Context: an optimization exercise on an open-source flow, tuned for small area and few clock cycles per item. The choices shown serve that exercise and are no tape-out recipe. No run shown here included a check of the RTL's function; only the layout flow was run. Power is estimated from default activity; no workload was simulated.

`flow/config.mk`:
```
export PLATFORM = sky130hd
export DESIGN_NAME = ax5031_qunit
export DESIGN_NICKNAME = ax5031_qunit
export VERILOG_FILES = /design/flow/design.v
export SDC_FILE = /design/flow/constraint.sdc
export NUM_CORES = 4
export LEC_CHECK = 0
export CAP_MARGIN = 20
export CORE_MARGIN = 2
export CORE_UTILIZATION = 40
export CTS_BUF_LIST = sky130_fd_sc_hd__clkbuf_4
export CTS_CLUSTER_DIAMETER = 60
export CTS_CLUSTER_SIZE = 6
export GPL_TIMING_DRIVEN = 0
export PLACE_DENSITY = 0.6
export SLEW_MARGIN = 20
export SYNTH_HIERARCHICAL = 1
export SYNTH_MINIMUM_KEEP_SIZE = 0
```
`flow/constraint.sdc`:
```
create_clock -name core_clock -period 10.0 [get_ports {clk}]
set_input_delay 2.0000 -clock core_clock [delete_from_list [all_inputs] [get_ports {clk}]]
set_output_delay 2.0000 -clock core_clock [all_outputs]
set_load 0.01 [all_outputs]
```
`flow/design.v`:
```
module ax5031_qunit (
    input  wire        clk,
    input  wire        rst,
    input  wire        in_valid,
    output wire        in_ready,
    input  wire [31:0] in_v,
    output reg         out_valid,
    input  wire        out_ready,
    output wire [32:0] out_q
);
    wire [31:0] nv = ~in_v;
    wire [32:0] q;
    reg  [32:0] q_r;
    assign in_ready = !out_valid || out_ready;
    assign out_q    = q_r;
    always @(posedge clk) begin
        if (rst)
            out_valid <= 1'b0;
        else if (in_ready)
            out_valid <= in_valid;
        if (in_ready && in_valid)
            q_r <= q;
    end
    wire w1, w2;
    qha p3h1 (.a(in_v[1]), .b(in_v[0]), .s(w1), .co(w2));
    wire w3, w4;
    qfa p3f1 (.a(in_v[2]), .b(in_v[1]), .c(w2), .s(w3), .co(w4));
    wire w5, w6;
    qfa p3f2 (.a(in_v[3]), .b(in_v[2]), .c(w4), .s(w5), .co(w6));
    wire w7, w8;
    qha p3h2 (.a(in_v[4]), .b(in_v[3]), .s(w7), .co(w8));
    wire w9, w10;
    qfa p3f3 (.a(in_v[5]), .b(in_v[4]), .c(w8), .s(w9), .co(w10));
    wire w11, w12;
    qfa p3f4 (.a(in_v[6]), .b(in_v[5]), .c(w10), .s(w11), .co(w12));
    wire w13, w14;
    qfa p3f5 (.a(in_v[7]), .b(in_v[6]), .c(w12), .s(w13), .co(w14));
    wire w15, w16;
    qha p3h3 (.a(in_v[8]), .b(in_v[7]), .s(w15), .co(w16));
    wire w17, w18;
    qfa p3f6 (.a(in_v[9]), .b(in_v[8]), .c(w16), .s(w17), .co(w18));
    wire w19, w20;
    qfa p3f7 (.a(in_v[10]), .b(in_v[9]), .c(w18), .s(w19), .co(w20));
    wire w21, w22;
    qfa p3f8 (.a(in_v[11]), .b(in_v[10]), .c(w20), .s(w21), .co(w22));
    wire w23, w24;
    qha p3h4 (.a(in_v[12]), .b(in_v[11]), .s(w23), .co(w24));
    wire w25, w26;
    qfa p3f9 (.a(in_v[13]), .b(in_v[12]), .c(w24), .s(w25), .co(w26));
    wire w27, w28;
    qfa p3f10 (.a(in_v[14]), .b(in_v[13]), .c(w26), .s(w27), .co(w28));
    wire w29, w30;
    qfa p3f11 (.a(in_v[15]), .b(in_v[14]), .c(w28), .s(w29), .co(w30));
    wire w31, w32;
    qha p3h5 (.a(in_v[16]), .b(in_v[15]), .s(w31), .co(w32));
    wire w33, w34;
    qfa p3f12 (.a(in_v[17]), .b(in_v[16]), .c(w32), .s(w33), .co(w34));
    wire w35, w36;
    qfa p3f13 (.a(in_v[18]), .b(in_v[17]), .c(w34), .s(w35), .co(w36));
    wire w37, w38;
    qfa p3f14 (.a(in_v[19]), .b(in_v[18]), .c(w36), .s(w37), .co(w38));
    wire w39, w40;
    qha p3h6 (.a(in_v[20]), .b(in_v[19]), .s(w39), .co(w40));
    wire w41, w42;
    qfa p3f15 (.a(in_v[21]), .b(in_v[20]), .c(w40), .s(w41), .co(w42));
    wire w43, w44;
    qfa p3f16 (.a(in_v[22]), .b(in_v[21]), .c(w42), .s(w43), .co(w44));
    wire w45, w46;
    qfa p3f17 (.a(in_v[23]), .b(in_v[22]), .c(w44), .s(w45), .co(w46));
    wire w47, w48;
    qha p3h7 (.a(in_v[24]), .b(in_v[23]), .s(w47), .co(w48));
    wire w49, w50;
    qfa p3f18 (.a(in_v[25]), .b(in_v[24]), .c(w48), .s(w49), .co(w50));
    wire w51, w52;
    qfa p3f19 (.a(in_v[26]), .b(in_v[25]), .c(w50), .s(w51), .co(w52));
    wire w53, w54;
    qfa p3f20 (.a(in_v[27]), .b(in_v[26]), .c(w52), .s(w53), .co(w54));
    wire w55, w56;
    qha p3h8 (.a(in_v[28]), .b(in_v[27]), .s(w55), .co(w56));
    wire w57, w58;
    qfa p3f21 (.a(in_v[29]), .b(in_v[28]), .c(w56), .s(w57), .co(w58));
    wire w59, w60;
    qfa p3f22 (.a(in_v[30]), .b(in_v[29]), .c(w58), .s(w59), .co(w60));
    wire w61, w62;
    qfa p3f23 (.a(in_v[31]), .b(in_v[30]), .c(w60), .s(w61), .co(w62));
    wire w63, w64;
    qha p3h9 (.a(in_v[31]), .b(w62), .s(w63), .co(w64));
    wire w65 = ~in_v[0];
    wire w66 = ~w1;
    wire w67 = ~w3;
    wire w68 = ~w5;
    wire w69 = ~w7;
    wire w70 = ~w9;
    wire w71 = ~w11;
    wire w72 = ~w13;
    wire w73 = ~w15;
    wire w74 = ~w17;
    wire w75 = ~w19;
    wire w76 = ~w21;
    wire w77 = ~w23;
    wire w78 = ~w25;
    wire w79 = ~w27;
    wire w80 = ~w29;
    wire w81 = ~w31;
    wire w82 = ~w33;
    wire w83 = ~w35;
    wire w84 = ~w37;
    wire w85 = ~w39;
    wire w86 = ~w41;
    wire w87 = ~w43;
    wire w88 = ~w45;
    wire w89 = ~w47;
    wire w90 = ~w49;
    wire w91 = ~w51;
    wire w92 = ~w53;
    wire w93 = ~w55;
    wire w94 = ~w57;
    wire w95 = ~w59;
    wire w96 = ~w61;
    wire w97 = ~w63;
    wire w98 = ~w64;
    wire w99 = ~w6;
    wire w100 = ~w14;
    wire w101 = ~w22;
    wire w102 = ~w30;
    wire w103 = ~w38;
    wire w104 = ~w46;
    wire w105 = ~w54;
    wire w106, w107;
    qfa f24 (.a(in_v[0]), .b(in_v[16]), .c(in_v[18]), .s(w106), .co(w107));
    wire w108, w109;
    qfa f25 (.a(in_v[23]), .b(in_v[26]), .c(in_v[28]), .s(w108), .co(w109));
    wire w110, w111;
    qfa f26 (.a(w106), .b(w108), .c(w78), .s(w110), .co(w111));
    wire w112, w113;
    qxnor cx1 (.a(in_v[1]), .b(in_v[17]), .y(w112));
    qor co1 (.a(in_v[1]), .b(in_v[17]), .y(w113));
    wire w114, w115;
    qfa f27 (.a(in_v[19]), .b(in_v[24]), .c(in_v[27]), .s(w114), .co(w115));
    wire w116, w117;
    qfa f28 (.a(in_v[29]), .b(w107), .c(w109), .s(w116), .co(w117));
    wire w118, w119;
    qfa f29 (.a(w114), .b(w112), .c(w116), .s(w118), .co(w119));
    wire w120, w121;
    qfa f30 (.a(w111), .b(w79), .c(w118), .s(w120), .co(w121));
    wire w122, w123;
    qfa f31 (.a(in_v[2]), .b(in_v[18]), .c(in_v[20]), .s(w122), .co(w123));
    wire w124, w125;
    qfa f32 (.a(in_v[25]), .b(in_v[28]), .c(in_v[30]), .s(w124), .co(w125));
    wire w126, w127;
    qfa f33 (.a(w15), .b(w115), .c(w122), .s(w126), .co(w127));
    wire w128, w129;
    qfa f34 (.a(w124), .b(w113), .c(w117), .s(w128), .co(w129));
    wire w130, w131;
    qfa f35 (.a(w126), .b(w128), .c(w119), .s(w130), .co(w131));
    wire w132, w133;
    qfa f36 (.a(w14), .b(w80), .c(w121), .s(w132), .co(w133));
    wire w134, w135;
    qxnor cx2 (.a(in_v[3]), .b(in_v[19]), .y(w134));
    qor co2 (.a(in_v[3]), .b(in_v[19]), .y(w135));
    wire w136, w137;
    qfa f37 (.a(in_v[21]), .b(in_v[26]), .c(in_v[29]), .s(w136), .co(w137));
    wire w138, w139;
    qfa f38 (.a(in_v[31]), .b(w123), .c(w125), .s(w138), .co(w139));
    wire w140, w141;
    qfa f39 (.a(w81), .b(w136), .c(w134), .s(w140), .co(w141));
    wire w142, w143;
    qfa f40 (.a(w17), .b(w127), .c(w138), .s(w142), .co(w143));
    wire w144, w145;
    qfa f41 (.a(w140), .b(w129), .c(w142), .s(w144), .co(w145));
    wire w146, w147;
    qfa f42 (.a(w102), .b(w131), .c(w144), .s(w146), .co(w147));
    wire w148, w149;
    qxnor cx3 (.a(in_v[4]), .b(in_v[20]), .y(w148));
    qor co3 (.a(in_v[4]), .b(in_v[20]), .y(w149));
    wire w150, w151;
    qfa f43 (.a(in_v[22]), .b(in_v[27]), .c(in_v[30]), .s(w150), .co(w151));
    wire w152, w153;
    qfa f44 (.a(w137), .b(w150), .c(w135), .s(w152), .co(w153));
    wire w154, w155;
    qfa f45 (.a(w148), .b(w139), .c(w82), .s(w154), .co(w155));
    wire w156, w157;
    qfa f46 (.a(w152), .b(w141), .c(w19), .s(w156), .co(w157));
    wire w158, w159;
    qfa f47 (.a(w143), .b(w154), .c(w156), .s(w158), .co(w159));
    wire w160, w161;
    qfa f48 (.a(w145), .b(w158), .c(w147), .s(w160), .co(w161));
    wire w162, w163;
    qxnor cx4 (.a(in_v[0]), .b(in_v[5]), .y(w162));
    qor co4 (.a(in_v[0]), .b(in_v[5]), .y(w163));
    wire w164, w165;
    qfa f49 (.a(in_v[21]), .b(in_v[23]), .c(in_v[28]), .s(w164), .co(w165));
    wire w166, w167;
    qfa f50 (.a(in_v[31]), .b(w151), .c(w164), .s(w166), .co(w167));
    wire w168, w169;
    qfa f51 (.a(w149), .b(w162), .c(w153), .s(w168), .co(w169));
    wire w170, w171;
    qfa f52 (.a(w166), .b(w155), .c(w83), .s(w170), .co(w171));
    wire w172, w173;
    qfa f53 (.a(w168), .b(w21), .c(w157), .s(w172), .co(w173));
    wire w174, w175;
    qfa f54 (.a(w170), .b(w159), .c(w172), .s(w174), .co(w175));
    wire w176, w177;
    qxnor cx5 (.a(in_v[1]), .b(in_v[6]), .y(w176));
    qor co5 (.a(in_v[1]), .b(in_v[6]), .y(w177));
    wire w178, w179;
    qfa f55 (.a(in_v[22]), .b(in_v[24]), .c(in_v[29]), .s(w178), .co(w179));
    wire w180, w181;
    qfa f56 (.a(w23), .b(w165), .c(w178), .s(w180), .co(w181));
    wire w182, w183;
    qfa f57 (.a(w163), .b(w176), .c(w167), .s(w182), .co(w183));
    wire w184, w185;
    qfa f58 (.a(w180), .b(w169), .c(w182), .s(w184), .co(w185));
    wire w186, w187;
    qfa f59 (.a(w22), .b(w84), .c(w171), .s(w186), .co(w187));
    wire w188, w189;
    qfa f60 (.a(w184), .b(w173), .c(w186), .s(w188), .co(w189));
    wire w190, w191;
    qfa f61 (.a(in_v[2]), .b(in_v[7]), .c(in_v[23]), .s(w190), .co(w191));
    wire w192, w193;
    qfa f62 (.a(in_v[25]), .b(in_v[30]), .c(w179), .s(w192), .co(w193));
    wire w194, w195;
    qfa f63 (.a(w85), .b(w190), .c(w177), .s(w194), .co(w195));
    wire w196, w197;
    qfa f64 (.a(w25), .b(w181), .c(w192), .s(w196), .co(w197));
    wire w198, w199;
    qfa f65 (.a(w194), .b(w183), .c(w196), .s(w198), .co(w199));
    wire w200, w201;
    qfa f66 (.a(w103), .b(w185), .c(w198), .s(w200), .co(w201));
    wire w202, w203;
    qfa f67 (.a(w187), .b(w200), .c(w189), .s(w202), .co(w203));
    wire w204, w205;
    qfa f68 (.a(nv[0]), .b(in_v[3]), .c(in_v[8]), .s(w204), .co(w205));
    wire w206, w207;
    qfa f69 (.a(in_v[24]), .b(in_v[26]), .c(in_v[31]), .s(w206), .co(w207));
    wire w208, w209;
    qfa f70 (.a(w191), .b(w204), .c(w206), .s(w208), .co(w209));
    wire w210, w211;
    qfa f71 (.a(w193), .b(w86), .c(w195), .s(w210), .co(w211));
    wire w212, w213;
    qfa f72 (.a(w208), .b(w27), .c(w197), .s(w212), .co(w213));
    wire w214, w215;
    qfa f73 (.a(w210), .b(w199), .c(w212), .s(w214), .co(w215));
    wire w216, w217;
    qfa f74 (.a(w201), .b(w214), .c(w203), .s(w216), .co(w217));
    wire w218, w219;
    qfa f75 (.a(nv[1]), .b(in_v[4]), .c(in_v[9]), .s(w218), .co(w219));
    wire w220, w221;
    qfa f76 (.a(in_v[25]), .b(in_v[27]), .c(w205), .s(w220), .co(w221));
    wire w222, w223;
    qfa f77 (.a(w207), .b(w218), .c(w209), .s(w222), .co(w223));
    wire w224, w225;
    qfa f78 (.a(w220), .b(w87), .c(w211), .s(w224), .co(w225));
    wire w226, w227;
    qfa f79 (.a(w222), .b(w29), .c(w213), .s(w226), .co(w227));
    wire w228, w229;
    qfa f80 (.a(w224), .b(w215), .c(w226), .s(w228), .co(w229));
    wire w230, w231;
    qfa f81 (.a(nv[2]), .b(in_v[5]), .c(in_v[10]), .s(w230), .co(w231));
    wire w232, w233;
    qfa f82 (.a(in_v[26]), .b(in_v[28]), .c(w31), .s(w232), .co(w233));
    wire w234, w235;
    qfa f83 (.a(w219), .b(w230), .c(w221), .s(w234), .co(w235));
    wire w236, w237;
    qfa f84 (.a(w232), .b(w234), .c(w223), .s(w236), .co(w237));
    wire w238, w239;
    qfa f85 (.a(w30), .b(w88), .c(w225), .s(w238), .co(w239));
    wire w240, w241;
    qfa f86 (.a(w236), .b(w227), .c(w238), .s(w240), .co(w241));
    wire w242, w243;
    qfa f87 (.a(nv[3]), .b(in_v[6]), .c(in_v[11]), .s(w242), .co(w243));
    wire w244, w245;
    qfa f88 (.a(in_v[27]), .b(in_v[29]), .c(w65), .s(w244), .co(w245));
    wire w246, w247;
    qfa f89 (.a(w231), .b(w89), .c(w242), .s(w246), .co(w247));
    wire w248, w249;
    qfa f90 (.a(w244), .b(w33), .c(w233), .s(w248), .co(w249));
    wire w250, w251;
    qfa f91 (.a(w246), .b(w235), .c(w248), .s(w250), .co(w251));
    wire w252, w253;
    qfa f92 (.a(w104), .b(w237), .c(w250), .s(w252), .co(w253));
    wire w254, w255;
    qfa f93 (.a(w239), .b(w252), .c(w241), .s(w254), .co(w255));
    wire w256, w257;
    qfa f94 (.a(nv[4]), .b(in_v[7]), .c(in_v[12]), .s(w256), .co(w257));
    wire w258, w259;
    qfa f95 (.a(in_v[28]), .b(in_v[30]), .c(w243), .s(w258), .co(w259));
    wire w260, w261;
    qfa f96 (.a(w66), .b(w256), .c(w245), .s(w260), .co(w261));
    wire w262, w263;
    qfa f97 (.a(w90), .b(w247), .c(w258), .s(w262), .co(w263));
    wire w264, w265;
    qfa f98 (.a(w260), .b(w249), .c(w35), .s(w264), .co(w265));
    wire w266, w267;
    qfa f99 (.a(w262), .b(w251), .c(w264), .s(w266), .co(w267));
    wire w268, w269;
    qfa f100 (.a(w253), .b(w266), .c(w255), .s(w268), .co(w269));
    wire w270, w271;
    qfa f101 (.a(nv[5]), .b(in_v[8]), .c(in_v[13]), .s(w270), .co(w271));
    wire w272, w273;
    qfa f102 (.a(in_v[29]), .b(in_v[31]), .c(w257), .s(w272), .co(w273));
    wire w274, w275;
    qfa f103 (.a(w270), .b(w259), .c(w67), .s(w274), .co(w275));
    wire w276, w277;
    qfa f104 (.a(w272), .b(w261), .c(w91), .s(w276), .co(w277));
    wire w278, w279;
    qfa f105 (.a(w263), .b(w274), .c(w37), .s(w278), .co(w279));
    wire w280, w281;
    qfa f106 (.a(w265), .b(w276), .c(w267), .s(w280), .co(w281));
    wire w282, w283;
    qfa f107 (.a(w278), .b(w280), .c(w269), .s(w282), .co(w283));
    wire w284, w285;
    qfa f108 (.a(nv[6]), .b(in_v[9]), .c(in_v[14]), .s(w284), .co(w285));
    wire w286, w287;
    qfa f109 (.a(in_v[30]), .b(w39), .c(w271), .s(w286), .co(w287));
    wire w288, w289;
    qfa f110 (.a(w284), .b(w273), .c(w286), .s(w288), .co(w289));
    wire w290, w291;
    qfa f111 (.a(w275), .b(w68), .c(w288), .s(w290), .co(w291));
    wire w292, w293;
    qfa f112 (.a(w38), .b(w92), .c(w277), .s(w292), .co(w293));
    wire w294, w295;
    qfa f113 (.a(w290), .b(w279), .c(w292), .s(w294), .co(w295));
    wire w296, w297;
    qfa f114 (.a(w281), .b(w294), .c(w283), .s(w296), .co(w297));
    wire w298, w299;
    qfa f115 (.a(nv[7]), .b(in_v[10]), .c(in_v[15]), .s(w298), .co(w299));
    wire w300, w301;
    qfa f116 (.a(in_v[31]), .b(w285), .c(w69), .s(w300), .co(w301));
    wire w302, w303;
    qfa f117 (.a(w93), .b(w298), .c(w41), .s(w302), .co(w303));
    wire w304, w305;
    qfa f118 (.a(w287), .b(w300), .c(w99), .s(w304), .co(w305));
    wire w306, w307;
    qfa f119 (.a(w302), .b(w289), .c(w105), .s(w306), .co(w307));
    wire w308, w309;
    qfa f120 (.a(w304), .b(w291), .c(w306), .s(w308), .co(w309));
    wire w310, w311;
    qfa f121 (.a(w293), .b(w308), .c(w295), .s(w310), .co(w311));
    wire w312, w313;
    qfa f122 (.a(nv[8]), .b(in_v[11]), .c(in_v[16]), .s(w312), .co(w313));
    wire w314, w315;
    qfa f123 (.a(w299), .b(w312), .c(w70), .s(w314), .co(w315));
    wire w316, w317;
    qfa f124 (.a(w94), .b(w301), .c(w303), .s(w316), .co(w317));
    wire w318, w319;
    qfa f125 (.a(w43), .b(w314), .c(w305), .s(w318), .co(w319));
    wire w320, w321;
    qfa f126 (.a(w316), .b(w307), .c(w318), .s(w320), .co(w321));
    wire w322, w323;
    qfa f127 (.a(w309), .b(w320), .c(w311), .s(w322), .co(w323));
    wire w324, w325;
    qxnor cx6 (.a(nv[0]), .b(nv[9]), .y(w324));
    qor co6 (.a(nv[0]), .b(nv[9]), .y(w325));
    wire w326, w327;
    qfa f128 (.a(in_v[12]), .b(in_v[17]), .c(w313), .s(w326), .co(w327));
    wire w328, w329;
    qfa f129 (.a(w324), .b(w326), .c(w315), .s(w328), .co(w329));
    wire w330, w331;
    qfa f130 (.a(w71), .b(w95), .c(w317), .s(w330), .co(w331));
    wire w332, w333;
    qfa f131 (.a(w45), .b(w328), .c(w319), .s(w332), .co(w333));
    wire w334, w335;
    qfa f132 (.a(w330), .b(w321), .c(w332), .s(w334), .co(w335));
    wire w336, w337;
    qxnor cx7 (.a(nv[1]), .b(nv[10]), .y(w336));
    qor co7 (.a(nv[1]), .b(nv[10]), .y(w337));
    wire w338, w339;
    qfa f133 (.a(in_v[13]), .b(in_v[18]), .c(w47), .s(w338), .co(w339));
    wire w340, w341;
    qfa f134 (.a(w325), .b(w336), .c(w327), .s(w340), .co(w341));
    wire w342, w343;
    qfa f135 (.a(w338), .b(w340), .c(w46), .s(w342), .co(w343));
    wire w344, w345;
    qfa f136 (.a(w329), .b(w72), .c(w96), .s(w344), .co(w345));
    wire w346, w347;
    qfa f137 (.a(w342), .b(w331), .c(w344), .s(w346), .co(w347));
    wire w348, w349;
    qfa f138 (.a(w333), .b(w346), .c(w335), .s(w348), .co(w349));
    wire w350, w351;
    qfa f139 (.a(nv[2]), .b(nv[11]), .c(in_v[14]), .s(w350), .co(w351));
    wire w352, w353;
    qfa f140 (.a(in_v[19]), .b(w73), .c(w350), .s(w352), .co(w353));
    wire w354, w355;
    qfa f141 (.a(w337), .b(w49), .c(w339), .s(w354), .co(w355));
    wire w356, w357;
    qfa f142 (.a(w352), .b(w341), .c(w354), .s(w356), .co(w357));
    wire w358, w359;
    qfa f143 (.a(w100), .b(w356), .c(w343), .s(w358), .co(w359));
    wire w360, w361;
    qfa f144 (.a(w97), .b(w345), .c(w358), .s(w360), .co(w361));
    wire w362, w363;
    qfa f145 (.a(w347), .b(w360), .c(w349), .s(w362), .co(w363));
    wire w364, w365;
    qxnor cx8 (.a(nv[3]), .b(nv[12]), .y(w364));
    qor co8 (.a(nv[3]), .b(nv[12]), .y(w365));
    wire w366, w367;
    qfa f146 (.a(in_v[15]), .b(in_v[20]), .c(w351), .s(w366), .co(w367));
    wire w368, w369;
    qfa f147 (.a(w364), .b(w74), .c(w353), .s(w368), .co(w369));
    wire w370, w371;
    qfa f148 (.a(w366), .b(w355), .c(w51), .s(w370), .co(w371));
    wire w372, w373;
    qfa f149 (.a(w368), .b(w357), .c(w370), .s(w372), .co(w373));
    wire w374, w375;
    qfa f150 (.a(w98), .b(w372), .c(w359), .s(w374), .co(w375));
    wire w376, w377;
    qfa f151 (.a(w361), .b(w374), .c(w363), .s(w376), .co(w377));
    wire w378, w379;
    qfa f152 (.a(nv[4]), .b(nv[13]), .c(in_v[16]), .s(w378), .co(w379));
    wire w380, w381;
    qfa f153 (.a(in_v[21]), .b(w378), .c(w365), .s(w380), .co(w381));
    wire w382, w383;
    qfa f154 (.a(w367), .b(w380), .c(w75), .s(w382), .co(w383));
    wire w384, w385;
    qfa f155 (.a(w369), .b(w53), .c(w371), .s(w384), .co(w385));
    wire w386, w387;
    qfa f156 (.a(w382), .b(w373), .c(w384), .s(w386), .co(w387));
    wire w388, w389;
    qfa f157 (.a(w386), .b(w375), .c(w377), .s(w388), .co(w389));
    wire w390, w391;
    qxnor cx9 (.a(nv[5]), .b(nv[14]), .y(w390));
    qor co9 (.a(nv[5]), .b(nv[14]), .y(w391));
    wire w392, w393;
    qfa f158 (.a(in_v[17]), .b(in_v[22]), .c(w55), .s(w392), .co(w393));
    wire w394, w395;
    qfa f159 (.a(w379), .b(w390), .c(w392), .s(w394), .co(w395));
    wire w396, w397;
    qfa f160 (.a(w381), .b(w394), .c(w54), .s(w396), .co(w397));
    wire w398, w399;
    qfa f161 (.a(w76), .b(w383), .c(w396), .s(w398), .co(w399));
    wire w400, w401;
    qfa f162 (.a(w385), .b(w398), .c(w387), .s(w400), .co(w401));
    wire w402, w403;
    qfa f163 (.a(nv[6]), .b(nv[15]), .c(in_v[18]), .s(w402), .co(w403));
    wire w404, w405;
    qfa f164 (.a(in_v[23]), .b(w77), .c(w402), .s(w404), .co(w405));
    wire w406, w407;
    qfa f165 (.a(w391), .b(w57), .c(w393), .s(w406), .co(w407));
    wire w408, w409;
    qfa f166 (.a(w404), .b(w395), .c(w406), .s(w408), .co(w409));
    wire w410, w411;
    qfa f167 (.a(w101), .b(w408), .c(w397), .s(w410), .co(w411));
    wire w412, w413;
    qfa f168 (.a(w399), .b(w410), .c(w401), .s(w412), .co(w413));
    wire w414, w415;
    qxnor cx10 (.a(nv[7]), .b(nv[16]), .y(w414));
    qor co10 (.a(nv[7]), .b(nv[16]), .y(w415));
    wire w416, w417;
    qfa f169 (.a(in_v[19]), .b(in_v[24]), .c(w403), .s(w416), .co(w417));
    wire w418, w419;
    qfa f170 (.a(w414), .b(w78), .c(w405), .s(w418), .co(w419));
    wire w420, w421;
    qfa f171 (.a(w416), .b(w407), .c(w59), .s(w420), .co(w421));
    wire w422, w423;
    qfa f172 (.a(w418), .b(w409), .c(w420), .s(w422), .co(w423));
    wire w424, w425;
    qfa f173 (.a(w422), .b(w411), .c(w413), .s(w424), .co(w425));
    wire w426, w427;
    qxnor cx11 (.a(nv[8]), .b(nv[17]), .y(w426));
    qor co11 (.a(nv[8]), .b(nv[17]), .y(w427));
    wire w428, w429;
    qfa f174 (.a(in_v[20]), .b(in_v[25]), .c(w415), .s(w428), .co(w429));
    wire w430, w431;
    qfa f175 (.a(w426), .b(w417), .c(w428), .s(w430), .co(w431));
    wire w432, w433;
    qfa f176 (.a(w79), .b(w419), .c(w430), .s(w432), .co(w433));
    wire w434, w435;
    qfa f177 (.a(w61), .b(w421), .c(w432), .s(w434), .co(w435));
    wire w436, w437;
    qfa f178 (.a(w423), .b(w434), .c(w425), .s(w436), .co(w437));
    wire w438, w439;
    qxnor cx12 (.a(nv[9]), .b(nv[18]), .y(w438));
    qor co12 (.a(nv[9]), .b(nv[18]), .y(w439));
    wire w440, w441;
    qfa f179 (.a(in_v[21]), .b(in_v[26]), .c(w427), .s(w440), .co(w441));
    wire w442, w443;
    qfa f180 (.a(w438), .b(w429), .c(w440), .s(w442), .co(w443));
    wire w444, w445;
    qfa f181 (.a(w431), .b(w442), .c(w80), .s(w444), .co(w445));
    wire w446, w447;
    qfa f182 (.a(w433), .b(w63), .c(w444), .s(w446), .co(w447));
    wire w448, w449;
    qfa f183 (.a(w435), .b(w446), .c(w437), .s(w448), .co(w449));
    wire w450, w451;
    qfa f184 (.a(nv[10]), .b(nv[19]), .c(in_v[22]), .s(w450), .co(w451));
    wire w452, w453;
    qfa f185 (.a(in_v[27]), .b(w81), .c(w450), .s(w452), .co(w453));
    wire w454, w455;
    qfa f186 (.a(w439), .b(w441), .c(w452), .s(w454), .co(w455));
    wire w456, w457;
    qfa f187 (.a(w443), .b(w454), .c(w102), .s(w456), .co(w457));
    wire w458, w459;
    qfa f188 (.a(w64), .b(w456), .c(w445), .s(w458), .co(w459));
    wire w460, w461;
    qfa f189 (.a(w447), .b(w458), .c(w449), .s(w460), .co(w461));
    wire w462, w463;
    qxnor cx13 (.a(nv[11]), .b(nv[20]), .y(w462));
    qor co13 (.a(nv[11]), .b(nv[20]), .y(w463));
    wire w464, w465;
    qfa f190 (.a(in_v[23]), .b(in_v[28]), .c(w451), .s(w464), .co(w465));
    wire w466, w467;
    qfa f191 (.a(w462), .b(w82), .c(w453), .s(w466), .co(w467));
    wire w468, w469;
    qfa f192 (.a(w464), .b(w455), .c(w466), .s(w468), .co(w469));
    wire w470, w471;
    qfa f193 (.a(w468), .b(w457), .c(w459), .s(w470), .co(w471));
    wire w472, w473;
    qxnor cx14 (.a(nv[12]), .b(nv[21]), .y(w472));
    qor co14 (.a(nv[12]), .b(nv[21]), .y(w473));
    wire w474, w475;
    qfa f194 (.a(in_v[24]), .b(in_v[29]), .c(w463), .s(w474), .co(w475));
    wire w476, w477;
    qfa f195 (.a(w472), .b(w465), .c(w474), .s(w476), .co(w477));
    wire w478, w479;
    qfa f196 (.a(w83), .b(w467), .c(w476), .s(w478), .co(w479));
    wire w480, w481;
    qfa f197 (.a(w469), .b(w478), .c(w471), .s(w480), .co(w481));
    wire w482, w483;
    qxnor cx15 (.a(nv[13]), .b(nv[22]), .y(w482));
    qor co15 (.a(nv[13]), .b(nv[22]), .y(w483));
    wire w484, w485;
    qfa f198 (.a(in_v[25]), .b(in_v[30]), .c(w473), .s(w484), .co(w485));
    wire w486, w487;
    qfa f199 (.a(w482), .b(w475), .c(w484), .s(w486), .co(w487));
    wire w488, w489;
    qfa f200 (.a(w477), .b(w486), .c(w84), .s(w488), .co(w489));
    wire w490, w491;
    qfa f201 (.a(w479), .b(w488), .c(w481), .s(w490), .co(w491));
    wire w492, w493;
    qfa f202 (.a(nv[14]), .b(nv[23]), .c(in_v[26]), .s(w492), .co(w493));
    wire w494, w495;
    qfa f203 (.a(in_v[31]), .b(w85), .c(w492), .s(w494), .co(w495));
    wire w496, w497;
    qfa f204 (.a(w483), .b(w485), .c(w494), .s(w496), .co(w497));
    wire w498, w499;
    qfa f205 (.a(w487), .b(w496), .c(w103), .s(w498), .co(w499));
    wire w500, w501;
    qfa f206 (.a(w498), .b(w489), .c(w491), .s(w500), .co(w501));
    wire w502, w503;
    qxnor cx16 (.a(nv[15]), .b(nv[24]), .y(w502));
    qor co16 (.a(nv[15]), .b(nv[24]), .y(w503));
    wire w504, w505;
    qfa f207 (.a(in_v[27]), .b(w493), .c(w502), .s(w504), .co(w505));
    wire w506, w507;
    qfa f208 (.a(w86), .b(w495), .c(w504), .s(w506), .co(w507));
    wire w508, w509;
    qfa f209 (.a(w497), .b(w506), .c(w499), .s(w508), .co(w509));
    wire w510, w511;
    qxnor cx17 (.a(nv[16]), .b(nv[25]), .y(w510));
    qor co17 (.a(nv[16]), .b(nv[25]), .y(w511));
    wire w512, w513;
    qfa f210 (.a(in_v[28]), .b(w503), .c(w510), .s(w512), .co(w513));
    wire w514, w515;
    qfa f211 (.a(w505), .b(w512), .c(w87), .s(w514), .co(w515));
    wire w516, w517;
    qfa f212 (.a(w507), .b(w514), .c(w509), .s(w516), .co(w517));
    wire w518, w519;
    qxnor cx18 (.a(nv[17]), .b(nv[26]), .y(w518));
    qor co18 (.a(nv[17]), .b(nv[26]), .y(w519));
    wire w520, w521;
    qfa f213 (.a(in_v[29]), .b(w511), .c(w518), .s(w520), .co(w521));
    wire w522, w523;
    qfa f214 (.a(w513), .b(w520), .c(w88), .s(w522), .co(w523));
    wire w524, w525;
    qfa f215 (.a(w515), .b(w522), .c(w517), .s(w524), .co(w525));
    wire w526, w527;
    qfa f216 (.a(nv[18]), .b(nv[27]), .c(in_v[30]), .s(w526), .co(w527));
    wire w528, w529;
    qfa f217 (.a(w89), .b(w526), .c(w519), .s(w528), .co(w529));
    wire w530, w531;
    qfa f218 (.a(w528), .b(w521), .c(w104), .s(w530), .co(w531));
    wire w532, w533;
    qfa f219 (.a(w530), .b(w523), .c(w525), .s(w532), .co(w533));
    wire w534, w535;
    qxnor cx19 (.a(nv[19]), .b(nv[28]), .y(w534));
    qor co19 (.a(nv[19]), .b(nv[28]), .y(w535));
    wire w536, w537;
    qfa f220 (.a(in_v[31]), .b(w527), .c(w534), .s(w536), .co(w537));
    wire w538, w539;
    qfa f221 (.a(w90), .b(w529), .c(w536), .s(w538), .co(w539));
    wire w540, w541;
    qfa f222 (.a(w538), .b(w531), .c(w533), .s(w540), .co(w541));
    wire w542, w543;
    qxnor cx20 (.a(nv[20]), .b(nv[29]), .y(w542));
    qor co20 (.a(nv[20]), .b(nv[29]), .y(w543));
    wire w544, w545;
    qfa f223 (.a(w535), .b(w542), .c(w537), .s(w544), .co(w545));
    wire w546, w547;
    qfa f224 (.a(w91), .b(w539), .c(w544), .s(w546), .co(w547));
    wire w548, w549;
    qxnor cx21 (.a(nv[21]), .b(nv[30]), .y(w548));
    qor co21 (.a(nv[21]), .b(nv[30]), .y(w549));
    wire w550, w551;
    qfa f225 (.a(w543), .b(w548), .c(w545), .s(w550), .co(w551));
    wire w552, w553;
    qfa f226 (.a(w92), .b(w550), .c(w547), .s(w552), .co(w553));
    wire w554, w555;
    qfa f227 (.a(nv[22]), .b(nv[31]), .c(w93), .s(w554), .co(w555));
    wire w556, w557;
    qfa f228 (.a(w549), .b(w554), .c(w105), .s(w556), .co(w557));
    wire w558, w559;
    qfa f229 (.a(w551), .b(w556), .c(w553), .s(w558), .co(w559));
    wire w560, w561;
    qfa f230 (.a(nv[23]), .b(w94), .c(w555), .s(w560), .co(w561));
    wire w562, w563;
    qfa f231 (.a(w560), .b(w557), .c(w559), .s(w562), .co(w563));
    wire w564, w565;
    qxnor cx22 (.a(nv[24]), .b(w561), .y(w564));
    qor co22 (.a(nv[24]), .b(w561), .y(w565));
    wire w566, w567;
    qfa f232 (.a(w95), .b(w564), .c(w563), .s(w566), .co(w567));
    wire w568, w569;
    qxnor cx23 (.a(nv[25]), .b(w96), .y(w568));
    qor co23 (.a(nv[25]), .b(w96), .y(w569));
    wire w570, w571;
    qfa f233 (.a(w565), .b(w568), .c(w567), .s(w570), .co(w571));
    wire w572, w573;
    qxnor cx24 (.a(nv[26]), .b(w97), .y(w572));
    qor co24 (.a(nv[26]), .b(w97), .y(w573));
    wire w574, w575;
    qfa f234 (.a(w569), .b(w572), .c(w571), .s(w574), .co(w575));
    wire w576, w577;
    qxnor cx25 (.a(nv[27]), .b(w98), .y(w576));
    qor co25 (.a(nv[27]), .b(w98), .y(w577));
    wire w578, w579;
    qfa f235 (.a(w576), .b(w573), .c(w575), .s(w578), .co(w579));
    wire w580, w581;
    qfa f236 (.a(nv[28]), .b(w577), .c(w579), .s(w580), .co(w581));
    wire w582, w583;
    qxnor cx26 (.a(nv[29]), .b(w581), .y(w582));
    qor co26 (.a(nv[29]), .b(w581), .y(w583));
    wire w584, w585;
    qxnor cx27 (.a(nv[30]), .b(w583), .y(w584));
    qor co27 (.a(nv[30]), .b(w583), .y(w585));
    wire w586, w587;
    qxnor cx28 (.a(nv[31]), .b(w585), .y(w586));
    qor co28 (.a(nv[31]), .b(w585), .y(w587));
    wire [49:0] ra = {w587, w586, w584, w582, w580, w578, w574, w570, w566, w562, w558, w552, w546, w540, w532, w524, w516, w508, w500, w490, w480, w470, w460, w448, w436, w424, w412, w400, w388, w376, w362, w348, w334, w322, w310, w296, w282, w268, w254, w229, w228, w216, w202, w175, w174, w160, w133, w130, w13, w11};
    wire [49:0] rb = {1'b0, 1'b0, 1'b0, 1'b0, 1'b0, 1'b0, 1'b0, 1'b0, 1'b0, 1'b0, 1'b0, 1'b0, w541, 1'b0, 1'b0, 1'b0, 1'b0, w501, 1'b0, 1'b0, 1'b0, w461, 1'b0, 1'b0, 1'b0, 1'b0, 1'b0, w389, 1'b0, 1'b0, 1'b0, 1'b0, w323, 1'b0, w297, 1'b0, 1'b0, 1'b0, 1'b0, w240, w217, 1'b0, 1'b0, w188, w161, 1'b0, w146, w132, w120, w110};
    wire [49:0] sum;
    wire l1c0 = ra[0] & rb[0];
    wire l1c1;
    qmaj lm1_1 (.a(ra[1]), .b(rb[1]), .c(l1c0), .y(l1c1));
    wire l1c2;
    qmaj lm1_2 (.a(ra[2]), .b(rb[2]), .c(l1c1), .y(l1c2));
    wire l1c3;
    qmaj lm1_3 (.a(ra[3]), .b(rb[3]), .c(l1c2), .y(l1c3));
    wire l1c4 = ra[4] & l1c3;
    wire l1c5;
    qmaj lm1_5 (.a(ra[5]), .b(rb[5]), .c(l1c4), .y(l1c5));
    wire l1c6;
    qmaj lm1_6 (.a(ra[6]), .b(rb[6]), .c(l1c5), .y(l1c6));
    wire l1c7 = ra[7] & l1c6;
    wire l1c8 = ra[8] & l1c7;
    wire l1c9;
    qmaj lm1_9 (.a(ra[9]), .b(rb[9]), .c(l1c8), .y(l1c9));
    wire l1c10;
    qmaj lm1_10 (.a(ra[10]), .b(rb[10]), .c(l1c9), .y(l1c10));
    wire l2z11 = ra[11] & rb[11];
    wire l2o11 = ra[11] | rb[11];
    wire l2z12 = ra[12] & l2z11;
    wire l2o12 = ra[12] & l2o11;
    wire l2z13 = ra[13] & l2z12;
    wire l2o13 = ra[13] & l2o12;
    wire l2z14 = ra[14] & l2z13;
    wire l2o14 = ra[14] & l2o13;
    wire l2z15, l2o15;
    qmaj lz2_15 (.a(ra[15]), .b(rb[15]), .c(l2z14), .y(l2z15));
    qmaj lo2_15 (.a(ra[15]), .b(rb[15]), .c(l2o14), .y(l2o15));
    wire l2z16 = ra[16] & l2z15;
    wire l2o16 = ra[16] & l2o15;
    wire lc2 = l2z16 | (l1c10 & l2o16);
    wire b3s17, b3c17;
    qha bh3_17 (.a(ra[17]), .b(rb[17]), .s(b3s17), .co(b3c17));
    assign sum[17] = b3s17 ^ lc2;
    wire bc3 = b3c17 | (lc2 & b3s17);
    wire b4s18 = ra[18];
    wire b4s19 = ra[19];
    wire b4s20 = ra[20];
    wire b4s21 = ra[21];
    wire b4s22, b4c22;
    qha bh4_22 (.a(ra[22]), .b(rb[22]), .s(b4s22), .co(b4c22));
    assign sum[18] = b4s18 ^ bc3;
    assign sum[19] = b4s19 ^ (bc3 & b4s18);
    wire b4p19 = b4s18 & b4s19;
    assign sum[20] = b4s20 ^ (bc3 & b4p19);
    wire b4p20 = b4p19 & b4s20;
    assign sum[21] = b4s21 ^ (bc3 & b4p20);
    wire b4p21 = b4p20 & b4s21;
    assign sum[22] = b4s22 ^ (bc3 & b4p21);
    wire b4p22 = b4p21 & b4s22;
    wire bc4 = b4c22 | (bc3 & b4p22);
    wire b5s23 = ra[23];
    wire b5s24 = ra[24];
    wire b5s25 = ra[25];
    wire b5s26 = ra[26];
    wire b5s27 = ra[27];
    wire b5s28, b5c28;
    qha bh5_28 (.a(ra[28]), .b(rb[28]), .s(b5s28), .co(b5c28));
    assign sum[23] = b5s23 ^ bc4;
    assign sum[24] = b5s24 ^ (bc4 & b5s23);
    wire b5p24 = b5s23 & b5s24;
    assign sum[25] = b5s25 ^ (bc4 & b5p24);
    wire b5p25 = b5p24 & b5s25;
    assign sum[26] = b5s26 ^ (bc4 & b5p25);
    wire b5p26 = b5p25 & b5s26;
    assign sum[27] = b5s27 ^ (bc4 & b5p26);
    wire b5p27 = b5p26 & b5s27;
    assign sum[28] = b5s28 ^ (bc4 & b5p27);
    wire b5p28 = b5p27 & b5s28;
    wire bc5 = b5c28 | (bc4 & b5p28);
    wire b6s29 = ra[29];
    wire b6s30 = ra[30];
    wire b6s31 = ra[31];
    wire b6s32, b6c32;
    qha bh6_32 (.a(ra[32]), .b(rb[32]), .s(b6s32), .co(b6c32));
    assign sum[29] = b6s29 ^ bc5;
    assign sum[30] = b6s30 ^ (bc5 & b6s29);
    wire b6p30 = b6s29 & b6s30;
    assign sum[31] = b6s31 ^ (bc5 & b6p30);
    wire b6p31 = b6p30 & b6s31;
    assign sum[32] = b6s32 ^ (bc5 & b6p31);
    wire b6p32 = b6p31 & b6s32;
    wire bc6 = b6c32 | (bc5 & b6p32);
    wire b7s33 = ra[33];
    wire b7s34 = ra[34];
    wire b7s35 = ra[35];
    wire b7s36 = ra[36];
    wire b7s37, b7c37;
    qha bh7_37 (.a(ra[37]), .b(rb[37]), .s(b7s37), .co(b7c37));
    assign sum[33] = b7s33 ^ bc6;
    assign sum[34] = b7s34 ^ (bc6 & b7s33);
    wire b7p34 = b7s33 & b7s34;
    assign sum[35] = b7s35 ^ (bc6 & b7p34);
    wire b7p35 = b7p34 & b7s35;
    assign sum[36] = b7s36 ^ (bc6 & b7p35);
    wire b7p36 = b7p35 & b7s36;
    assign sum[37] = b7s37 ^ (bc6 & b7p36);
    wire b7p37 = b7p36 & b7s37;
    wire bc7 = b7c37 | (bc6 & b7p37);
    wire b8s38 = ra[38];
    wire b8s39 = ra[39];
    wire b8s40 = ra[40];
    wire b8s41 = ra[41];
    wire b8s42 = ra[42];
    wire b8s43 = ra[43];
    wire b8s44 = ra[44];
    wire b8s45 = ra[45];
    wire b8s46 = ra[46];
    wire b8s47 = ra[47];
    wire b8s48 = ra[48];
    wire b8s49 = ra[49];
    assign sum[38] = b8s38 ^ bc7;
    assign sum[39] = b8s39 ^ (bc7 & b8s38);
    wire b8p39 = b8s38 & b8s39;
    assign sum[40] = b8s40 ^ (bc7 & b8p39);
    wire b8p40 = b8p39 & b8s40;
    assign sum[41] = b8s41 ^ (bc7 & b8p40);
    wire b8p41 = b8p40 & b8s41;
    assign sum[42] = b8s42 ^ (bc7 & b8p41);
    wire b8p42 = b8p41 & b8s42;
    assign sum[43] = b8s43 ^ (bc7 & b8p42);
    wire b8p43 = b8p42 & b8s43;
    assign sum[44] = b8s44 ^ (bc7 & b8p43);
    wire b8p44 = b8p43 & b8s44;
    assign sum[45] = b8s45 ^ (bc7 & b8p44);
    wire b8p45 = b8p44 & b8s45;
    assign sum[46] = b8s46 ^ (bc7 & b8p45);
    wire b8p46 = b8p45 & b8s46;
    assign sum[47] = b8s47 ^ (bc7 & b8p46);
    wire b8p47 = b8p46 & b8s47;
    assign sum[48] = b8s48 ^ (bc7 & b8p47);
    wire b8p48 = b8p47 & b8s48;
    assign sum[49] = b8s49 ^ (bc7 & b8p48);
    wire b8p49 = b8p48 & b8s49;
    wire bc8 = bc7 & b8p49;
    assign q = ~sum[49:17];
endmodule
module qfa (input wire a, input wire b, input wire c, output wire s, output wire co);
    assign s  = a ^ b ^ c;
    assign co = (a & b) | (a & c) | (b & c);
endmodule
module qha (input wire a, input wire b, output wire s, output wire co);
    assign s  = a ^ b;
    assign co = a & b;
endmodule
module qmaj (input wire a, input wire b, input wire c, output wire y);
    assign y = (a & b) | (a & c) | (b & c);
endmodule
module qxnor (input wire a, input wire b, output wire y);
    assign y = ~(a ^ b);
endmodule
module qor (input wire a, input wire b, output wire y);
    assign y = a | b;
endmodule
```
`flow/flow/run.sh`:
```
#!/bin/bash
# The standard layout (the standard.sh), with the ports buffered by the
# smallest buffer cell instead of ORFS's default choice.
set -euo pipefail
export BUFFER_PORTS_ARGS="-buffer_cell sky130_fd_sc_hd__buf_1"
bash standard.sh > standard_flow.log 2>&1
```
`flow/standard.sh`:
```
#!/bin/bash
# synth_recipe.tcl (not shown) runs the flow's synth.tcl, then flattens the netlist and writes it again
# the make line also repeats each setting of config.mk as NAME=value (left out here)
make -C /OpenROAD-flow-scripts/flow DESIGN_CONFIG=/design/flow/config.mk WORK_HOME=/design/flow/orfs CLKGATE_MAP_FILE= SYNTH_SCRIPT=/design/flow/synth_recipe.tcl "${@:-finish}"
```
==> results.txt, run 1 <==
overall routing resource usage - 0.201
WP data required - 10.11 ns
Finished Cell Area - 8080 sq um
port buffer count - 70
Die Y-Extent - 140 microns
Vias - 4333
FFs w/ async S/R, synth - 0
commonest non-fill, non-tap cell in the layout - fa_1
vias in the first global route - 5091
run status - complete, no violations
nets - 898
Mean Syn Cell Area - 14.1 sq um
delay-heaviest family, CP - adder cells
max frequency - 109 MHz
cells after synthesis - 529
DR WL/cell - 22.1 microns
sw power - 0.00136 W
CTS sink cnt - 34
critical path class - input pin to register
switching portion of total power - 0.466
DP Wirelength - 16600 microns
Gates resized, CTS repair - 0
hold violation total from the final report - 0
Pre-antenna DRT Iters - 4
synthesis warning total - 7
placed cell count - 828
Hold Path Class - register to register
CTS tree - done
CTS root buf - clkbuf_4
Core ar. - 18100 sq um
Netlist cell types - 37
sequential share of power - 0.128
RSZ-0062 raised after global routing - no
fin crit share - 0.917
Mapped Area - 7450 sq um
die area - 19700 sq um
Total Wirelength - 18500 microns
fin worst setup slack - 0.832 ns
Post-synth EDFFs - 33
CP Launch Type - input pin
GRT Residual Overflow - 0
Final Max Tran Viols - 0
critical path arrival - 9.27 ns
worst skew pair latency - 0.35 ns
worst vdd ir - 0.191 mV
dpl ws - 0.245 ns
Via density - 5.18
slew at the pin closest to its max-slew limit - 1.11 ns
most frequent CP cell - fa_1
MaxCap Viol Count - 0
Post-Synthesis Net Count - 821
Final min period - 9.17 ns
Synth Flop Type - edfxtp_1
Die W - 140 microns
Filler cells - 1633
Yosys reg bits - 34
relative slew slack - 0.261
share of layout cells above drive strength 1 - 0.0412
Final Skew - 0.0116 ns
leakage - 3.09 nW
TritonCTS Buffers - 5
crit path capture type - register
Slowest-stage cell, CP - buf_1
Clk pwr share - 0.036
combinational power share - 0.836
Row Count - 49
hold_ws - 0.529 ns
Crit path buffers/inverters - 1
area post-placement - 8000 sq um
Hold-fix buffers, CTS - 0
antenna cell count - 0
synth-to-layout area growth - 8.53%
initial core utilization - 0.412
final cell count without fillers - 836
DRC Markers - 0
CTS H-tree depth - 2
RD Place Congestion - 0.985
initial antenna violation count - 0
largest net degree at the start of global routing - 34
setup tns final - 0 ns
power per cell area - 361 nW/um^2
Post-CTS Repair Setup Buffers - 0
register area share after synthesis - 0.136
CP max FO - 8
global-route wire length before repair - 28800 microns
clock buffer depth - 2
post-route ant nets - 0
Top Ports - 71
final setup violating endpoints - 0
internal power - 0.00156 W
crit-path cells - buf_1 > fa_1 > fa_1 > fa_1 > fa_1 > fa_1 > fa_1 > fa_1 > fa_1 > fa_1 > fa_1 > and4_1 > maj3_2 > a21oi_1 > nor2b_1 > ha_1 > o211a_1 > a41o_2 > a21oi_2 > o21bai_1 > ha_1 > xnor2_1
most frequent cells in the layout - fa_1, inv_1, buf_1
Worst path max stage delay - 0.61 ns
DRT iter0 DRCs - 187
clock slew at reported path FFs - 0.10 ns
[power by group through the flow]
stage	Combinational (W)	Clock, W	Sequential, W
3_3_place_gp	0.00237	0	0.000377
3_5_place_dp	0.00246	0	0.000379
5_1_grt	0.00277	0.000113	0.000381
4_1_cts	0.00249	0.000108	0.000376
6_report	0.00244	0.000104	0.000374
2_1_floorplan	0.00183	0	0.000414
[per-stage QoR]
step | util | total power [W]
finish | 0.447 | 0.00292
global route | 0.447 | 0.00326
CTS | 0.447 | 0.00297
detailed placement | 0.442 | 0.00284
global placement | 0.442 | 0.00275
floorplan | - | 0.00225
[synthesized netlist by cell type (2+ instances only)]
master,count,area share
xnor2_1,49,0.058
or2_1,28,0.024
inv_1,80,0.040
nor2_1,2,0.0010
a21oi_1,9,0.0060
and3_1,2,0.0017
nor2b_1,2,0.0017
and4_1,3,0.0035
nand4_1,5,0.0042
ha_1,20,0.034
edfxtp_1,33,0.13
nand2_1,14,0.0071
nand3_1,8,0.0054
maj3_2,9,0.014
fa_1,236,0.63
xor2_1,6,0.0071
and2_1,3,0.0025
[Yosys stat by module (local to each module, per instance)]
module / flip-flops and latches / cells inside / copies in the design
qfa: 0 / 1 / 236
qxnor: 0 / 1 / 28
qha: 0 / 1 / 14
qor: 0 / 1 / 28
qmaj: 0 / 1 / 9
ax5031_qunit: 34 / 214 / 1
[state kept, by name, summed over array words and instances, names as in the netlist]
signal	cells
out_valid	1
q_r	33
[metal layers]
metal / up-vias / wire length (microns) / global-route usage
met1: 2345 / 7610 / 0.272
met4: 0 / 373 / 0.0484
met2: 166 / 9070 / 0.332
met3: 25 / 1400 / 0.0472
li1: 1797 / - / -
met5: - / 0 / 0
[layout make-up]
| class | instances | area (sq um) | area share |
|---|---|---|---|
| clock buffer | 7 | 52.6 | 0.00650 |
| timing repair buffer | 70 | 265 | 0.0328 |
| inverter | 80 | 300 | 0.0372 |
| tap | 229 | 287 | 0.0354 |
| sequential | 34 | 1010 | 0.125 |
| clock inverter | 1 | 30.0 | 0.00372 |
| multi-input combinational | 415 | 6140 | 0.759 |
[worst min-delay path, cell delays in order, from the launching register on]
cell and delay [ns]:
dfxtp_1 0.32, nand2b_1 0.10, a21oi_1 0.07
[final timing paths]
kind                          startpoint  depth (start not counted)  slack, ns                endpoint
setup / recovery                in_v[23]                         22       0.83       q_r[17]$_DFFE_PP_
hold reg to reg   out_valid$_SDFFE_PP0N_                          2       0.53  out_valid$_SDFFE_PP0N_
setup reg to reg  out_valid$_SDFFE_PP0N_                          2       8.57       q_r[31]$_DFFE_PP_
hold / removal    out_valid$_SDFFE_PP0N_                          2       0.53  out_valid$_SDFFE_PP0N_
[cells by family (layout without fill, tap and decap cells)]
group,after synthesis,after routing,synth area share
other,1,1,0.000504
AND/OR/NAND/NOR,74,74,0.0595
XOR/XNOR,55,55,0.0647
buffers and inverters,80,158,0.0403
adder cells (fa/ha/maj),265,265,0.682
AO/OA/AOI/OAI,20,20,0.0176
flip-flops,34,34,0.136
==> run 2: changes to the inputs <==
--- a/flow/config.mk
+++ b/flow/config.mk
@@ -8,9 +8,7 @@
 export CAP_MARGIN = 20
 export CORE_MARGIN = 2
 export CORE_UTILIZATION = 40
-export CTS_BUF_LIST = sky130_fd_sc_hd__clkbuf_4
-export CTS_CLUSTER_DIAMETER = 60
-export CTS_CLUSTER_SIZE = 6
+export CTS_BUF_LIST = sky130_fd_sc_hd__clkbuf_8
 export GPL_TIMING_DRIVEN = 0
 export PLACE_DENSITY = 0.6
 export SLEW_MARGIN = 20
==> results.txt, run 2 <==
run status - complete, no violations (unchanged)
DR WL/cell - 22.0 microns (was 22.1 microns)
worst skew pair latency - 0.29 ns (was 0.35 ns)
power per cell area - 362 nW/um^2 (was 361 nW/um^2)
nets - 898 (unchanged)
final setup violating endpoints - 0 (unchanged)
register area share after synthesis - 0.136 (unchanged)
Yosys reg bits - 34 (unchanged)
CTS H-tree depth - 2 (unchanged)
Row Count - 49 (unchanged)
CP Launch Type - input pin (unchanged)
DRC Markers - 0 (unchanged)
Synth area leaders - fa_1, edfxtp_1, xnor2_1 (unchanged)
count leader, synth - fa_1 (unchanged)
Via density - 5.19 (was 5.18)
Crit path depth - 22 (unchanged)
Mean Syn Cell Area - 14.1 sq um (unchanged)
XOR/XNOR Fraction of Synth Area - 0.0647 (unchanged)
port buffer count - 70 (unchanged)
Clk pwr share - 0.041 (was 0.036)
combinational power share - 0.832 (was 0.836)
Total Wirelength - 18400 microns (was 18500 microns)
crit path capture type - register (unchanged)
commonest non-fill, non-tap cell in the layout - fa_1 (unchanged)
CP max FO - 8 (unchanged)
Pre-antenna DRT Iters - 4 (unchanged)
DP Wirelength - 16600 microns (unchanged)
fin crit share - 0.929 (was 0.917)
Crit path buffers/inverters - 1 (unchanged)
Reg2Reg Launch Point - out_valid$_SDFFE_PP0N_ (unchanged)
delay-heaviest family, CP - adder cells (unchanged)
internal power - 0.00157 W (was 0.00156 W)
worst vdd ir - 0.191 mV (about the same)
cells after synthesis - 529 (unchanged)
leakage - 3.10 nW (was 3.09 nW)
Synth Flop Type - edfxtp_1 (unchanged)
FFs w/ async S/R, synth - 0 (unchanged)
global-route wire length before repair - 28700 microns (was 28800 microns)
synth-to-layout area growth - 8.85% (was 8.53%)
DRT iter0 DRCs - 198 (was 187)
crit-path cells - buf_1 > fa_1 > fa_1 > fa_1 > fa_1 > fa_1 > fa_1 > fa_1 > fa_1 > fa_1 > fa_1 > and4_1 > maj3_2 > a21oi_1 > nor2b_1 > ha_1 > o211a_1 > a41o_2 > a21oi_2 > o21bai_1 > ha_1 > xnor2_1 (unchanged)
clock slew at reported path FFs - 0.06 ns (was 0.10 ns)
clock buffer depth - 2 (unchanged)
GRT Residual Overflow - 0 (unchanged)
combinational family with the most area after synthesis - adder cells (unchanged)
Gates resized, CTS repair - 0 (unchanged)
Final Skew - 0.00667 ns (was 0.0116 ns)
Worst setup endpoint - q_r[17]$_DFFE_PP_ (unchanged)
slew at the pin closest to its max-slew limit - 1.09 ns (was 1.11 ns)
Die W - 140 microns (unchanged)
setup tns final - 0 ns (unchanged)
initial core utilization - 0.412 (unchanged)
Die Y-Extent - 140 microns (unchanged)
Synth Area in Compound Gates - 0.0176 (unchanged)
mux contribution to synthesized area - 0 (unchanged)
Post-Synthesis Net Count - 821 (unchanged)
Mapped Area - 7450 sq um (unchanged)
vias in the first global route - 5090 (was 5091)
Post-Synth Simple-Gate Area - 0.0595 (unchanged)
TritonCTS Buffers - 5 (unchanged)
sequential share of power - 0.128 (about the same)
die area - 19700 sq um (unchanged)
Post-Synth Adder-Cell Area - 0.682 (unchanged)
worst reg2reg setup slack - 8.58 ns (was 8.57 ns)
synth cell count leaders - fa_1, inv_1, xnor2_1, edfxtp_1, or2_1 (unchanged)
largest net degree at the start of global routing - 34 (unchanged)
critical path arrival - 9.32 ns (was 9.27 ns)
switching portion of total power - 0.465 (was 0.466)
Worst Setup SP - in_v[23] (unchanged)
Hold Path Class - register to register (unchanged)
Worst path max stage delay - 0.65 ns (was 0.61 ns)
Slowest-stage cell, CP - buf_1 (unchanged)
initial antenna violation count - 0 (unchanged)
Post-synth EDFFs - 33 (unchanged)
WP data required - 10.04 ns (was 10.11 ns)
Reg-to-Reg End - q_r[31]$_DFFE_PP_ (unchanged)
Final min period - 9.29 ns (was 9.17 ns)
most frequent CP cell - fa_1 (unchanged)
relative slew slack - 0.277 (was 0.261)
critical path class - input pin to register (unchanged)
sw power - 0.00136 W (about the same)
antenna cell count - 0 (unchanged)
Core ar. - 18100 sq um (unchanged)
Synth top area share - 0.634 (unchanged)
overall routing resource usage - 0.200 (was 0.201)
Finished Cell Area - 8110 sq um (was 8080 sq um)
CTS sink cnt - 34 (unchanged)
most frequent cells in the layout - fa_1, inv_1, buf_1 (unchanged)
share of layout cells above drive strength 1 - 0.0379 (was 0.0412)
max frequency - 108 MHz (was 109 MHz)
cell depth of the worst flop-to-flop path - 2 (unchanged)
largest reg by FF count - q_r (unchanged)
Final Max Tran Viols - 0 (unchanged)
post-route ant nets - 0 (unchanged)
hold violation total from the final report - 0 (unchanged)
RD Place Congestion - 0.985 (unchanged)
top flop regs - q_r (33), out_valid (1) (unchanged)
synthesis warning total - 7 (unchanged)
CTS tree - done (unchanged)
area post-placement - 8000 sq um (unchanged)
Post-CTS Repair Setup Buffers - 0 (unchanged)
CTS root buf - clkbuf_8 (was clkbuf_4)
RSZ-0062 raised after global routing - no (unchanged)
Top Ports - 71 (unchanged)
Vias - 4337 (was 4333)
Hold-fix buffers, CTS - 0 (unchanged)
MaxCap Viol Count - 0 (unchanged)
Synth area leader - fa_1 (unchanged)
Netlist cell types - 37 (unchanged)
max FFs per register - 33 (unchanged)
## run 2: changes by cell type in the layout (fill, tap and decap cells not counted)
| cell | previous run | this run |
|---|---|---|
| clkbuf_8 | 0 | 5 |
| clkbuf_4 | 7 | 0 |
| inv_1 | 80 | 82 |
## run 2: layer usage
metal | share of wire | track usage | vias up | wire length, microns
met3 | 0.082 | 0.0458 | 23 | 1510
met4 | 0.020 | 0.0537 | 0 | 373
met1 | 0.41 | 0.271 | 2334 | 7450
met2 | 0.49 | 0.329 | 184 | 9020
li1 | - | - | 1796 | -
met5 | 0 | 0 | - | 0
## run 2: cell type report
| type | instances | area (sq um) |
|---|---|---|
| Clock buffer | 5 | 68.8 |
| Clock inverter | 3 | 37.5 |
| Fill cell | 1635 | 9980 |
| Inverter | 80 | 300 |
| Multi-Input combinational cell | 415 | 6140 |
| Sequential cell | 34 | 1010 |
| Tap cell | 229 | 287 |
| Timing Repair Buffer | 70 | 265 |
## run 2: modules after synthesis, one instance, submodules excluded
module        flip-flops and latches  area [sq um]  times used
qmaj                               0          11.3           9
ax5031_qunit                      34          2030           1
qor                                0          6.26          28
qxnor                              0          8.76          28
qha                                0          12.5          14
qfa                                0          20.0         236
## run 2: worst min-delay path by stage
stage / endpoint / start / cells after the start
6_report: out_valid$_SDFFE_PP0N_ / out_valid$_SDFFE_PP0N_ / 2
4_1_cts: out_valid$_SDFFE_PP0N_ / out_valid$_SDFFE_PP0N_ / 2
2_1_floorplan: out_valid$_SDFFE_PP0N_ / out_valid$_SDFFE_PP0N_ / 2
3_5_place_dp: out_valid$_SDFFE_PP0N_ / out_valid$_SDFFE_PP0N_ / 2
5_1_grt: out_valid$_SDFFE_PP0N_ / out_valid$_SDFFE_PP0N_ / 2
3_3_place_gp: out_valid$_SDFFE_PP0N_ / out_valid$_SDFFE_PP0N_ / 2
## run 2: tightest hold or removal path, cell delays in order, from the launching register on
cell and delay [ns]:
dfxtp_1 0.31, nand2b_1 0.10, a21oi_1 0.07
## run 2: kinds of logic (layout without fill, tap and decap cells)
family / count (synthesis) / count (layout)
flip-flops: 34 / 34
AO/OA/AOI/OAI: 20 / 20
adder cells (fa/ha/maj): 265 / 265
other: 1 / 1
AND/OR/NAND/NOR: 74 / 74
XOR/XNOR: 55 / 55
buffers and inverters: 80 / 158
## run 2: stage by stage
| stage | std cells | util | hold slack [ns] | worst slack [ns] | total power [W] |
|---|---|---|---|---|---|
| after global routing | 836 | 0.448 | 0.543 | 0.471 | 0.00328 |
| after CTS | 836 | 0.448 | 0.530 | 0.541 | 0.00299 |
| after global placement | 828 | 0.442 | 0.498 | 0.393 | 0.00275 |
| final | 836 | 0.448 | 0.524 | 0.714 | 0.00294 |
| after detailed placement | 828 | 0.442 | 0.521 | 0.245 | 0.00284 |
| after floorplan | 529 | - | 0.593 | 1.68 | 0.00225 |
## run 2: power groups by stage
| stage | combinational (W) | sequential [W] | clock [W] |
|---|---|---|---|
| after floorplan | 0.00183 | 0.000414 | 0 |
| after global placement | 0.00237 | 0.000377 | 0 |
| after detailed placement | 0.00246 | 0.000379 | 0 |
| after CTS | 0.00249 | 0.000376 | 0.000125 |
| after global routing | 0.00277 | 0.000381 | 0.000129 |
| final | 0.00244 | 0.000374 | 0.000120 |
==> run 3: changes to the inputs <==
--- a/flow/config.mk
+++ b/flow/config.mk
@@ -8,7 +8,7 @@
 export CAP_MARGIN = 20
 export CORE_MARGIN = 2
 export CORE_UTILIZATION = 40
-export CTS_BUF_LIST = sky130_fd_sc_hd__clkbuf_8
+export CTS_BUF_LIST = sky130_fd_sc_hd__clkbuf_4 sky130_fd_sc_hd__clkbuf_8
 export GPL_TIMING_DRIVEN = 0
 export PLACE_DENSITY = 0.6
 export SLEW_MARGIN = 20
==> results.txt, run 3 <==
Hold-fix buffers, CTS - 0 (unchanged)
hold violation total from the final report - 0 (unchanged)
cell depth of the worst flop-to-flop path - 2 (unchanged)
DP Wirelength - 16600 microns (unchanged)
WP data required - 10.04 ns (about the same)
RD Place Congestion - 0.985 (unchanged)
share of layout cells above drive strength 1 - 0.0412 (was 0.0379)
run status - complete, no violations (unchanged)
Core ar. - 18100 sq um (unchanged)
worst vdd ir - 0.191 mV (about the same)
hold path depth - 2 (unchanged)
internal power - 0.00158 W (was 0.00157 W)
sequential share of power - 0.127 (was 0.128)
Filler cells - 1632 (was 1635)
CTS sink cnt - 34 (unchanged)
GRT Max-Usage Layer - met2 (unchanged)
CTS H-tree depth - 2 (unchanged)
combinational power share - 0.830 (was 0.832)
antenna cell count - 0 (unchanged)
max frequency - 108 MHz (about the same)
power per cell area - 363 nW/um^2 (was 362 nW/um^2)
met3 usage - 0.0458 (unchanged)
dpl ws - 0.245 ns (unchanged)
vias in the first global route - 5090 (unchanged)
clock slew at reported path FFs - 0.06 ns (about the same)
Row Count - 49 (unchanged)
Synth top area share - 0.634 (unchanged)
CTS tree - done (unchanged)
worst skew pair latency - 0.29 ns (about the same)
Synth Flop Type - edfxtp_1 (unchanged)
Pre-antenna DRT Iters - 4 (unchanged)
Final Max Tran Viols - 0 (unchanged)
slew at the pin closest to its max-slew limit - 1.08 ns (was 1.09 ns)
Die Y-Extent - 140 microns (unchanged)
Synth area leaders - fa_1, edfxtp_1, xnor2_1 (unchanged)
synthesis warning total - 7 (unchanged)
initial core utilization - 0.412 (unchanged)
relative slew slack - 0.281 (was 0.277)
Post-Synthesis Net Count - 821 (unchanged)
Yosys reg bits - 34 (unchanged)
CP max FO - 8 (unchanged)
sw power - 0.00136 W (about the same)
largest reg by FF count - q_r (unchanged)
critical path arrival - 9.32 ns (about the same)
Post-CTS Repair Setup Buffers - 0 (unchanged)
die area - 19700 sq um (unchanged)
most frequent cells in the layout - fa_1, inv_1, buf_1 (unchanged)
RSZ-0062 raised after global routing - no (unchanged)
GRT Residual Overflow - 0 (unchanged)
Vias - 4330 (was 4337)
Post-Synth Adder-Cell Area - 0.682 (unchanged)
fin worst setup slack - 0.715 ns (was 0.714 ns)
post-route ant nets - 0 (unchanged)
combinational family with the most area after synthesis - adder cells (unchanged)
final setup violating endpoints - 0 (unchanged)
Final min period - 9.29 ns (about the same)
CP Launch Type - input pin (unchanged)
global-route wire length before repair - 28700 microns (about the same)
fin crit share - 0.929 (about the same)
leakage - 3.10 nW (about the same)
Netlist cell types - 37 (unchanged)
XOR/XNOR Fraction of Synth Area - 0.0647 (unchanged)
met1 track demand over resource - 0.271 (about the same)
register area share after synthesis - 0.136 (unchanged)
crit path capture type - register (unchanged)
DR WL/cell - 22.0 microns (about the same)
largest net degree at the start of global routing - 34 (unchanged)
port buffer count - 70 (unchanged)
Mapped Area - 7450 sq um (unchanged)
Synth Area in Compound Gates - 0.0176 (unchanged)
Gates resized, CTS repair - 0 (unchanged)
FFs w/ async S/R, synth - 0 (unchanged)
MaxCap Viol Count - 0 (unchanged)
Post-Synth Simple-Gate Area - 0.0595 (unchanged)
switching portion of total power - 0.464 (was 0.465)
critical path class - input pin to register (unchanged)
Clk pwr share - 0.043 (was 0.041)
synth cell count leaders - fa_1, inv_1, xnor2_1, edfxtp_1, or2_1 (unchanged)
initial antenna violation count - 0 (unchanged)
Post-synth EDFFs - 33 (unchanged)
Mean Syn Cell Area - 14.1 sq um (unchanged)
mux contribution to synthesized area - 0 (unchanged)
count leader, synth - fa_1 (unchanged)
Synth area leader - fa_1 (unchanged)
Top Ports - 71 (unchanged)
nets - 898 (unchanged)
DRC Markers - 0 (unchanged)
overall routing resource usage - 0.200 (about the same)
cells after synthesis - 529 (unchanged)
synth-to-layout area growth - 8.95% (was 8.85%)
Hold Path Class - register to register (unchanged)
DRT iter0 DRCs - 199 (was 198)
setup tns final - 0 ns (unchanged)
Via density - 5.18 (was 5.19)
Final Skew - 0.00676 ns (was 0.00667 ns)
TritonCTS Buffers - 5 (unchanged)
max FFs per register - 33 (unchanged)
Die W - 140 microns (unchanged)
clock buffer depth - 2 (unchanged)
top flop regs - q_r (33), out_valid (1) (unchanged)
commonest non-fill, non-tap cell in the layout - fa_1 (unchanged)
Total Wirelength - 18400 microns (about the same)
CTS root buf - clkbuf_8 (unchanged)
met2 Track Usage GR - 0.329 (unchanged)
==> run 3: cell counts after synthesis <==
Identical to the previous run, type by type.
==> run 3: per-layer routing <==
layer / wire length (microns) / part of all wire
met5: 0 / 0
met4: 377 / 0.021
met3: 1510 / 0.082
met2: 9000 / 0.49
met1: 7480 / 0.41
==> run 3: final timing paths <==
kind                          start                      to  slack (ns)
max reg2reg  out_valid$_SDFFE_PP0N_       q_r[31]$_DFFE_PP_        8.58
max                        in_v[23]       q_r[17]$_DFFE_PP_        0.71
min          out_valid$_SDFFE_PP0N_  out_valid$_SDFFE_PP0N_        0.52
min reg2reg  out_valid$_SDFFE_PP0N_  out_valid$_SDFFE_PP0N_        0.52
==> run 3: layout make-up <==
class / instances / area (sq um) / share of cell area
multi-input cells: 415 / 6140 / 0.756
flip-flops and latches: 34 / 1010 / 0.125
inverters: 80 / 300 / 0.0370
well taps: 229 / 287 / 0.0353
repair buffers: 70 / 265 / 0.0327
clock buffers: 7 / 83.8 / 0.0103
clock inverters: 1 / 30.0 / 0.00370
==> run 3: logic make-up after synthesis <==
logic type	count (synthesis)
AO/OA/AOI/OAI	20
other	1
adder cells (fa/ha/maj)	265
flip-flops	34
AND/OR/NAND/NOR	74
XOR/XNOR	55
buffers and inverters	80
==> run 3: modules after synthesis, one instance, submodules excluded <==
module / copies in the design / cell area, sq um
ax5031_qunit: 1 / 2030
qfa: 236 / 20.0
qha: 14 / 12.5
qmaj: 9 / 11.3
qxnor: 28 / 8.76
qor: 28 / 6.26
==> run 3: power by group through the flow <==
stage                     Sequential, W  Clock, W  Combinational [W]
final                          0.000374  0.000128            0.00244
after floorplan                0.000414         0            0.00183
after global placement         0.000377         0            0.00237
after CTS                      0.000376  0.000132            0.00249
after detailed placement       0.000379         0            0.00246
after global routing           0.000381  0.000136            0.00277
==> run 3: worst max-delay path, stage by stage <==
cell and delay (ns):
buf_1 0.64, fa_1 0.58, fa_1 0.42, fa_1 0.42
fa_1 0.41, fa_1 0.46, fa_1 0.42, fa_1 0.41
fa_1 0.41, fa_1 0.41, fa_1 0.45, and4_1 0.23
maj3_2 0.30, a21oi_1 0.16, nor2b_1 0.08, ha_1 0.19
o211a_1 0.27, a41o_2 0.37, a21oi_2 0.27, o21bai_1 0.11
ha_1 0.20, xnor2_1 0.12
==> run 3: stage by stage <==
step	hold slack, ns	area [sq um]	utilization	instances	power (W)
floorplan	0.593	7450	-	529	0.00225
global placement	0.498	8000	0.442	828	0.00275
detailed placement	0.521	8000	0.442	828	0.00284
CTS	0.530	8110	0.448	836	0.00299
global route	0.542	8110	0.449	836	0.00329
finish	0.524	8110	0.449	836	0.00294

Re-timed with assumed drivers on the ports (clkbuf_16 on the clock, buf_2 on other inputs), run 3 has 0.716 ns of setup slack against 0.715 ns with ideal ports, and 0.400 ns once port delays also move by the mid clock arrival of 0.316 ns.
